Context: an optimization exercise on an open-source flow, tuned for small area. The choices shown serve that exercise and are no tape-out recipe. The RTL was checked by simulation tests, not by an equivalence proof against the original design.

==> flow/design.v (excerpt) <==
module brew_core (
    input  wire        clk,
    input  wire        rst,
    output wire        rx_poll,
    input  wire        rx_valid,
    input  wire [7:0]  rx_data,
    input  wire        rx_err,
    output wire        tx_valid,
    output wire [7:0]  tx_data,
    output wire        tx_last,
    input  wire        tx_ready,
    input  wire        tx_err,
    input  wire [31:0] time_now,
    input  wire        h_sel,
    input  wire        h_we,
    input  wire [2:0]  h_idx,
    input  wire [15:0] h_wdata,
    output reg  [31:0] h_rdata,
    output wire        st_idle,
    output wire        st_running
);
Size: ~1200 cells after synthesis, about 220 flip-flops, about 110 I/O pins.
Settings: LEC_CHECK=0, CAP_MARGIN=40, CELL_PAD_IN_SITES_DETAIL_PLACEMENT=1, CELL_PAD_IN_SITES_GLOBAL_PLACEMENT=2, CORE_MARGIN=2, CORE_UTILIZATION=50, PLACE_DENSITY=0.6, SLEW_MARGIN=40, SYNTH_MEMORY_MAX_BITS=4096; clock period 20.0 ns.
standard.sh (not shown) runs the stock make flow with config.mk's settings and CLKGATE_MAP_FILE= SYNTH_SCRIPT=/design/flow/synth_recipe.tcl, a recipe that flattens the netlist after the stock synthesis.
==> flow/flow/run.sh <==
#!/bin/bash
# The standard layout (standard.sh) with three changes:
#  - synthesis uses an area-oriented ABC script (flow/abc_small.script);
#    everything else in synthesis is synth_recipe.tcl unchanged,
#  - each port gets the smallest buffer (buf_1),
#  - the clock tree uses small clock buffers and no dummy loads.
# Each tool's output is in standard.log and in the ORFS logs under orfs/logs.
set -e
F=$PWD/flow
sed "s#SYNTH_SCRIPT=[^ ]*#SYNTH_SCRIPT=$F/my_synth.tcl#" standard.sh > my_standard.sh
export BUFFER_PORTS_ARGS="-buffer_cell sky130_fd_sc_hd__buf_1"
export CTS_ARGS="-sink_clustering_enable -repair_clock_nets -dont_use_dummy_load -buf_list {sky130_fd_sc_hd__clkbuf_4 sky130_fd_sc_hd__clkbuf_8} -root_buf sky130_fd_sc_hd__clkbuf_8 -sink_clustering_size 16 -sink_clustering_max_diameter 80"
bash my_standard.sh > standard.log 2>&1
==> flow/flow/abc_small.script <==
strash
dch
amap
==> flow/flow/my_synth.tcl <==
# The standard synthesis (synth_recipe.tcl), with an area-oriented ABC script
set ::my_flow_dir [file dirname [file normalize [info script]]]
proc abc {args} {
  set i [lsearch -exact $args -script]
  if { $i >= 0 } {
    lset args [expr { $i + 1 }] [file join $::my_flow_dir abc_small.script]
  }
  yosys abc {*}$args
}
source [file join [file dirname $::my_flow_dir] synth_recipe.tcl]
The first run went through all stages and came out clean.
Rerun with:
--- a/flow/design.v
+++ b/flow/design.v
@@ -6,27 +6,28 @@
     input  wire [1:0] kind,         
     output wire       match,        
     output wire       shift         
 );
     localparam [1:0] SEEK = 2'd0, LEN = 2'd1, CMD = 2'd2, DATA = 2'd3;
     reg [1:0] st;
     reg [7:0] d;        
     reg [7:0] acc;      
     reg [1:0] cls;      
     wire is_last = st[1] && (d == 8'd3);
-    assign match = step && is_last && ((acc ^ b) == 8'h00) && (cls == kind);
+    wire [7:0] ax = acc ^ b;
+    assign match = step && is_last && (ax == 8'h00) && (cls == kind);
     assign shift = step && !is_last;
     always @(posedge clk) begin
         if (rst) begin
             st <= SEEK;
         end else if (step) begin
-            acc <= (st == SEEK) ? b : (acc ^ b);
+            acc <= (st == SEEK) ? b : ax;
             case (st)
                 SEEK: if (b == 8'hAA) st <= LEN;
                 LEN: begin
                     d  <= b;
                     st <= (b[7:2] == 6'd0) ? SEEK : CMD;
                 end
                 CMD: begin
                     d   <= d - 8'd1;
                     cls <= (b == 8'h4D) ? 2'd0 :
                            (b == 8'h46 && d == 8'd6) ? 2'd1 :
@@ -197,21 +198,21 @@
         .match(match), .shift(rx_shift)
     );
     wire [31:0] ne;
     wire        ne_c;
     brew_add #(32) u_e (.a(last_sample_time), .b(~time_now), .cin(1'b1), .s(ne), .cout(ne_c));
     wire        ne_lo_nz = (ne[27:0] != 28'd0);
     wire        e_is0  = !ne_lo_nz && (ne[31:28] == 4'd0);
     wire        e_small = (ne[31:2] == 30'h3FFFFFFF) && (ne[1:0] != 2'd0);    
     wire        e_is1  = e_small && (ne[1:0] == 2'd3);
     wire [1:0]  e_lo   = {ne[1] ^ ne[0], ne[0]};                            
-    wire [15:0] pulses = dq[15:0];
+    wire [15:0] pulses = ee[15:0];
     wire [17:0] p3;
     wire [22:0] m125;
     wire        p3_c, m125_c;
     brew_add #(17) u_p3 (.a({1'b0, pulses}), .b({pulses, 1'b0}), .cin(1'b0), .s(p3[16:0]), .cout(p3_c));
     assign p3[17] = p3_c;
     brew_add #(23) u_m125 (.a({pulses, 7'd0}), .b(~{5'd0, p3}), .cin(1'b1), .s(m125), .cout(m125_c));
     wire        q27    = e_is1 && m125[22];
     wire        r1     = m125[22] && !e_is1;
     wire [1:0]  s2     = {r1, m125[21]};
     wire        q26    = e_small && (s2 >= e_lo);
@@ -275,32 +276,29 @@
                         sres <= R_OK;
                         ss   <= S_DONE;
                     end
                 end
                 default: ss <= S_FREE;
             endcase
         end
     end
     wire c0 = is_run && (ph == PH_FLOW) && seq_done && (sres == R_OK);
     always @(posedge clk) begin
+        rr <= c0 ? {26'd0, r2} : (dv_ge ? dv_sub : dv_sh);
+        dq <= c0 ? {m125[20:0], 5'd0, q27, q26} : {dq[26:0], dv_ge};
         if (c0) begin
             last_sample_time <= time_now;
-            dq     <= {m125[20:0], 5'd0, q27, q26};
-            rr     <= {26'd0, r2};
-            ee     <= ne[27:0];
-            e_nq   <= !(ne_lo_nz && (ne[31:28] == 4'hF));
-            e_zero <= e_is0;
-        end else if (ph == PH_DIV && !cnt[5] && cnt != 6'd26) begin
-            dq <= {dq[26:0], dv_ge};
-            rr <= dv_ge ? dv_sub[27:0] : dv_sh;
+            ee       <= ne[27:0];
+            e_nq     <= !(ne_lo_nz && (ne[31:28] == 4'hF));
+            e_zero   <= e_is0;
         end else if (rx_shift) begin
-            dq[15:0] <= {rx_data, dq[15:8]};
+            ee[15:0] <= {rx_data, ee[15:8]};
         end
         if (is_idle && wr_cmd && op == 3'd1)
             last_sample_time <= time_now;
         if (is_run && div_end) begin
             flow_out <= dq[27:2];
             dir_open <= below;
         end
     end
     always @(posedge clk) begin
         if (rst) begin
Final cell count shrinks by 2.9%.
Die area shrinks by 3.6%.
Critical path depth grows by 1.
Routed wire length shrinks by 4.0%.
Worst hold slack loses 0.014 ns.

[port drivers added, routing unchanged]
No port has a modelled driver above. Below, the same layouts with a new extraction and two added sets of constraints. Step 1 assumes that a clkbuf_16 drives the clock port and a buf_2 every other input. Step 2 moves the port delays by t, midway between the first and last clock arrival at a register: inputs arrive t later, outputs are due t later. That takes back most of the time a late clock gives input paths. a / b / c = no drivers / after step 1 / after step 2; a / b = the first two.
| run | shift t [ns] | slack for setup (ns) | worst slew at a driven data input, ns |
|---|---|---|---|
| the first run | 0.560 | 0.641 / 0.668 / 0.108 | 0.05 |
| the second run | 0.554 | 1.229 / 1.248 / 0.693 | 0.04 |
After both steps every run listed still meets setup and hold. The setup slack of the second run, which loses most, moves by +0.019 ns with the drivers and by -0.536 ns with both steps.
